What follows belongs to an exercise in optimizing a design on an open flow for small area, a short achievable clock period and few clock cycles per item; a production flow would make more cautious choices. Only simulation tests tie the RTL to the original design; equivalence was not proved. Power and IR drop assume default switching activity.

==> flow/design.v <==
module intcomp_packer (
    input  wire        clk,
    input  wire        rst,
    input  wire        in_valid,
    output wire        in_ready,
    input  wire [31:0] in_data,
    input  wire        in_last,
    input  wire [5:0]  in_k,         
    input  wire        in_mode,      
    output reg         out_valid,
    input  wire        out_ready,
    output reg  [31:0] out_data,
    output reg         out_last
);
    reg         in_frame;        
    reg  [5:0]  frame_k;
    reg         frame_mode;
    reg  [30:0] acc;             
    reg  [4:0]  f;               
    reg  [5:0]  s_r;             
    reg         full_r;          
    reg         flush;           
    function gt16;
        input [5:0] x;
        gt16 = x[5] || x[4] && (|x[3:0]);
    endfunction
    function [31:0] geq;
        input [4:0] x;
        reg   [31:0] g;
        integer n, j;
        begin
            g = 32'd0;
            g[0] = !x[0];
            g[1] = 1'b1;
            for (n = 1; n < 5; n = n + 1)
                for (j = 0; j < (1 << n); j = j + 1) begin
                    g[j + (1 << n)] = !x[n] || g[j];
                    g[j]            = !x[n] && g[j];
                end
            geq = g;
        end
    endfunction
    wire slot_free = !out_valid || out_ready;
    assign in_ready = slot_free && !flush;
    wire take = in_valid && in_ready;
    wire [5:0]  k     = in_frame ? frame_k    : in_k;
    wire        mode  = in_frame ? frame_mode : in_mode;
    wire [5:0]  s     = in_frame ? s_r        : in_k;
    wire        wrap  = in_frame && s_r[5] && (|s_r[4:0]);
    wire        fa_in = in_mode ? gt16(in_k) : in_k[5];
    wire        full  = in_frame ? full_r : fa_in;
    wire        emit  = in_last || full;
    wire [31:0] r0  = f[0] ? {in_data[30:0], in_data[31]}  : in_data;
    wire [31:0] r1  = f[1] ? {r0[29:0], r0[31:30]} : r0;
    wire [31:0] r2  = f[2] ? {r1[27:0], r1[31:28]} : r1;
    wire [31:0] r3  = f[3] ? {r2[23:0], r2[31:24]} : r2;
    wire [31:0] rot = f[4] ? {r3[15:0], r3[31:16]} : r3;
    wire [31:0] hi_f = geq(f);
    wire [31:0] lo_s = {32{s[5]}} | ~geq(s[4:0]);
    wire [31:0] m    = (hi_f & rot) | (~hi_f & {1'b0, acc});
    wire [31:0] word = m & lo_s;
    wire        te   = take && emit;
    wire [30:0] acc_n = te ? rot[30:0] : m[30:0];
    wire        restart = in_last && !wrap || mode && full;
    wire [4:0]  f_n     = restart ? 5'd0 : s[4:0];
    wire [6:0]  sk_r    = {2'b0, s_r[4:0]} + {1'b0, frame_k};
    wire [6:0]  skk_r   = {2'b0, s_r[4:0]} + {frame_k, 1'b0};
    wire [5:0]  sk_in   = {1'b0, in_k[4:0]} + in_k;
    wire [5:0]  s_n     = (in_last && wrap) ? {1'b0, s[4:0]} :
                          restart ? k : (in_frame ? sk_r[5:0] : sk_in);
    wire        fa_r    = frame_mode ? gt16(frame_k) : frame_k[5];
    wire        fb_r    = frame_mode ? (skk_r[6] || skk_r[5] && (|skk_r[4:0])) : sk_r[5];
    wire        fb_in   = in_k[5] || in_k[4] || in_mode && in_k[3] && (in_k[2] || in_k[1] && in_k[0]);
    wire        full_n  = restart ? (in_frame ? fa_r : fa_in) : (in_frame ? fb_r : fb_in);
    always @(posedge clk) begin
        acc <= acc_n;
        if (slot_free) begin
            out_data <= word;
            out_last <= flush || in_last && !wrap;
        end
        if (rst) begin
            out_valid <= 1'b0;
            in_frame  <= 1'b0;
            f         <= 5'd0;
            flush     <= 1'b0;
        end else begin
            if (slot_free)
                out_valid <= flush || te;
            if (flush) begin
                if (slot_free) begin
                    flush    <= 1'b0;
                    in_frame <= 1'b0;
                    f        <= 5'd0;
                end
            end else if (take) begin
                frame_mode <= mode;
                frame_k    <= k;
                in_frame   <= !in_last || wrap;
                f          <= f_n;
                s_r        <= s_n;
                full_r     <= full_n;
                flush      <= in_last && wrap;
            end
        end
    end
endmodule
==> flow/flow/run.sh <==
#!/bin/bash
# The standard layout, with two changes to how it is made: the port buffers
# are buf_2 cells (not the slow delay buffer buffer_ports picks by default),
# and timing repair may resize a cell to any cell of the same function.
set -euo pipefail
bash standard.sh MATCH_CELL_FOOTPRINT=0 \
    "BUFFER_PORTS_ARGS=-buffer_cell sky130_fd_sc_hd__buf_2" \
    finish > flow.log 2>&1
==> flow/standard.sh <==
#!/bin/bash
# synth_recipe.tcl (not shown) runs the flow's synth.tcl, then flattens the netlist and writes it again
# the make line also repeats each setting of config.mk as NAME=value (left out here)
make -C /OpenROAD-flow-scripts/flow DESIGN_CONFIG=/design/flow/config.mk WORK_HOME=/design/flow/orfs CLKGATE_MAP_FILE= SYNTH_SCRIPT=/design/flow/synth_recipe.tcl "${@:-finish}"
==> flow/config.mk <==
export PLATFORM = sky130hd
export DESIGN_NAME = intcomp_packer
export DESIGN_NICKNAME = intcomp_packer
export VERILOG_FILES = /design/flow/design.v
export SDC_FILE = /design/flow/constraint.sdc
export NUM_CORES = 4
export LEC_CHECK = 0
export ABC_AREA = 1
export CAP_MARGIN = 20
export CORE_MARGIN = 2
export CORE_UTILIZATION = 40
export SETUP_SLACK_MARGIN = 3.2
export SLEW_MARGIN = 20
==> flow/constraint.sdc <==
create_clock -name core_clock -period 6.0 [get_ports {clk}]
set_input_delay 1.2000 -clock core_clock [delete_from_list [all_inputs] [get_ports {clk}]]
set_output_delay 1.2000 -clock core_clock [all_outputs]
set_load 0.01 [all_outputs]
==> summary.txt <==
- **Post-synth top flop** edfxtp_1
- **area growth from synthesis to final layout** 12.7%
- **htree depth** 3
- **Power Density** 264 nW/um2
- **Net Switching** 677 uW
- **share of async-settable or async-resettable flops after synthesis** 0%
- **post-DR vias/cell** 5.52
- **clock transition at the registers of the reported paths** 0.06 ns
- **core area** 15900 um2
- **WHS** 0.511 ns
- **detailed-router iteration count before antenna repair** 7
- **worst path arrival time** 1.60 ns
- **Fmax achieved** 0.357 GHz
- **Max Buffers Root-to-Sink** 2
- **global-route wire length before repair** 34100 um
- **Clock Skews** 0.00590 ns
- **GRT Residual Overflow** 0
- **library cell with the highest instance count after synthesis** nand3_1
- **synth warn** 1
- **combinational cell fraction of total power** 31.0%
- **adder and majority gate portion of the synthesized area** 2.55%
- **WP data required** 4.80 ns
- **Overall Global Routing Usage** 24.9%
- **minimum period implied by the final worst setup slack** 2.80 ns
- **initial core utilization** 40.8%
- **most frequent cells after synthesis** 308 x nand3_1, 277 x nand2_1, 67 x inv_1
- **number of enable flip-flop cells after synthesis** 47
- **simple-gate share of the synthesized area** 47.1%
- **setup repair after global routing missed its margin** true
- **Power Total** 1.93 mW
- **layout cell share with drive strength beyond 1** 13.1%
- **area share of the leading cell type in the synthesized netlist** 23.8%
- **xor/xnor share of the synthesized area** 0.270%
- **static leakage** 3.48 nW
- **post-detailed-route DRC marker count** 0
- **Worst setup SP type** primary input
- **number of synthesized register bits** 86
- **area of the die** 17200 um2
- **count of unique library cells instantiated by Yosys** 40
- **pin count of the biggest net entering global routing** 45
- **overall die height** 131 um
- **syn avg cell area** 6.43 um2
- **Synth Instances** 1008
- **Int Pwr** 1.25 mW
- **Syn Std Cell Area** 6480 um2
- **final HPWL from detailed placement** 15700 um
- **Final nets** 1115
- **number of antenna violations at the first check in global routing** 0
- **clock group share of total power** 29.0%
- **count of port buffers added during placement** 78
- **main combinational cell family by area after synthesis** simple AND/OR/NAND/NOR gates
- **Ant. Diodes** 0
- **number of global-route vias before repair** 6281
- **CTS Root Cell** clkbuf_16
- **cell accounting for the most synthesized area** nand3_1
- **overall routed net length** 21500 um
- **Setup Viol. Count Final** 0
- **vias after detailed routing** 7060
- **Worst setup EP type** primary output
- **Wirelength per Cell** 16.8 um
- **hold crit path type** flop to flop
- **cts bufs inserted** 9
- **dpl ws** 2.66 ns
- **classification of the worst setup path** primary input to primary output
- **Tcrit/Tclk final** 46.7%
- **largest voltage drop on the vdd net** 115 uV
- **Site Rows** 46
- **proportion of power drawn by flip-flops and latches** 40.0%
- **drt initial violations** 819
- **switching power as a share of total power** 35.1%
- **Worst Setup Slack, final** 3.20 ns
- **horizontal die dimension** 131 um
- **post-layout utilization of the core** 46.0%
- **Post-Synthesis Net Count** 1064
- **share of cell area taken by muxes after synthesis** 0%
- **worst slew slack as a fraction of its limit** 43.5%
- **clock latency on the worst-skew pair** 0.35 ns
- **sequential share of the synthesized area** 33.8%
- **final weighted congestion in routability-driven placement** 0.931
- **Worst Max-Slew Pin Slew** 0.846 ns
- **TritonCTS clock tree** yes
- **Max Slew Vio Count** 0
- **number of routed nets with antenna violations** 0
- **leading post-synthesis cells by cell area** nand3_1 24%, edfxtp_1 22%, nand2_1 16%, dfxtp_1 12%, inv_1 3.9%
- **clock sinks** 86
- **Synth Area in Compound Gates** 8.28%
- **count of pins on the block boundary** 79
- **number of endpoints with negative hold slack in the final report** 0
- **Sum Neg Setup Slack** 0 ns
- **biggest fanout along the worst timing path** 2
- **number of max-capacitance violations reported** 0
- **cts-stage hold buffer count** 0
- **result of the run** complete, no violations
worst max-delay path, cell delays in order:
cell and delay [ns]:
buf_6 0.10, nor2_4 0.11, nor2_2 0.06, buf_2 0.13
cell type report:
cell class,instances,area (um2)
Timing Repair Buffer,87,464
Sequential cell,86,2190
Clock buffer,12,268
Clock inverter,4,28.8
Tap cell,216,270
Inverter,77,293
Fill cell,1734,8570
Multi-Input combinational cell,798,3790
metal layers:
metal  GRT usage (%)  share of wire (%)
met2            36.6                 42
met5               0                  0
met1            37.1                 49
met3            3.86                6.5
met4            8.27                2.6
stage by stage:
step / std cells / cell area, um2
after floorplan: 1008 / 6490
after global placement: 1261 / 6970
after detailed placement: 1261 / 6970
after CTS: 1280 / 7310
after global routing: 1280 / 7310
final: 1280 / 7310
flip-flops by register name, summed over array words and instances, names as in the netlist:
name / cells
out_data: 32
acc: 31
frame_k: 6
s_r: 6
f: 5
flush: 1
frame_mode: 1
full_r: 1
in_frame: 1
out_last: 1
out_valid: 1
timing repair:
item	4_1_cts	5_1_grt
pin swaps	3	0
endpoints found under the setup margin	37	18
resized for setup	4	1
gates cloned	1	0
setup buffers	2	0
final timing paths:
kind / to / from / depth (start not counted) / slack, ns
hold / removal: acc[15]$_DFF_P_ / acc[15]$_DFF_P_ / 2 / 0.51
setup reg to reg: out_data[14]$_DFFE_PN_ / in_frame$_SDFFE_PP0P_ / 6 / 3.35
hold reg to reg: acc[15]$_DFF_P_ / acc[15]$_DFF_P_ / 2 / 0.51
setup / recovery: in_ready / out_ready / 4 / 3.20
cells in the final DEF (no fill, tap or decap), drive strengths merged, types with 2 or more instances in the layout:
| master | n |
|---|---|
| nand3 | 308 |
| nand2 | 279 |
| buf | 87 |
| inv | 74 |
| nor2 | 67 |
| edfxtp | 47 |
| o21ai | 45 |
| dfxtp | 39 |
| a21oi | 37 |
| or2 | 21 |
| clkbuf | 12 |
| ha | 10 |
| nand4 | 6 |
| clkinv | 5 |
| o21a | 4 |
| o21bai | 4 |
| nor3 | 2 |
| and3 | 2 |
| clkinvlp | 2 |
| fa | 2 |
logic make-up (layout without fill, tap and decap cells):
logic type / count (synthesis) / in the layout
AND/OR/NAND/NOR: 687 / 687
buffers and inverters: 125 / 180
AO/OA/AOI/OAI: 96 / 97
flip-flops: 86 / 86
adder cells (fa/ha/maj): 12 / 12
XOR/XNOR: 2 / 2
power by group through the flow:
stage                     combinational [mW]  clock [mW]  sequential (mW)
after detailed placement               0.578           0            0.785
final                                  0.597       0.559            0.772
after global placement                 0.575           0            0.784
after global routing                   0.667       0.587            0.783
after CTS                              0.587       0.563            0.773
after floorplan                        0.371           0            0.803
Testbench counts, summed over its fixed seeds: cycles 41,831, values 41,771.

==> afterwards: timing with drivers on the ports <==
The flow's constraints put no driver on any port. The routed layout listed below was extracted and timed again, unchanged, in two steps.
Step 1 sets driving cells, clkbuf_16 on the clock port and buf_2 on the other inputs (assumed; they add their load-dependent delay and slew).
Step 2 times the ports against the registers' clock, not the clock port: input delays grow and output delays shrink by t, the midpoint of the rising clock arrivals with the driver on.
a / b / c = ideal / step 1 / step 2; a / b = the first two.
shift t [ns]: 0.389
setup slack, ns: 3.198 / 3.166 / 2.879
hold slack, ns: 0.511 / 0.511 / 0.511
clock arrival spread, ns: 0.007 / 0.008
cell pins on the clock port's net: 1
After both steps setup and hold are still met in this run. For this run, drivers alone change the setup slack by -0.032 ns; drivers and shift together by -0.319 ns.
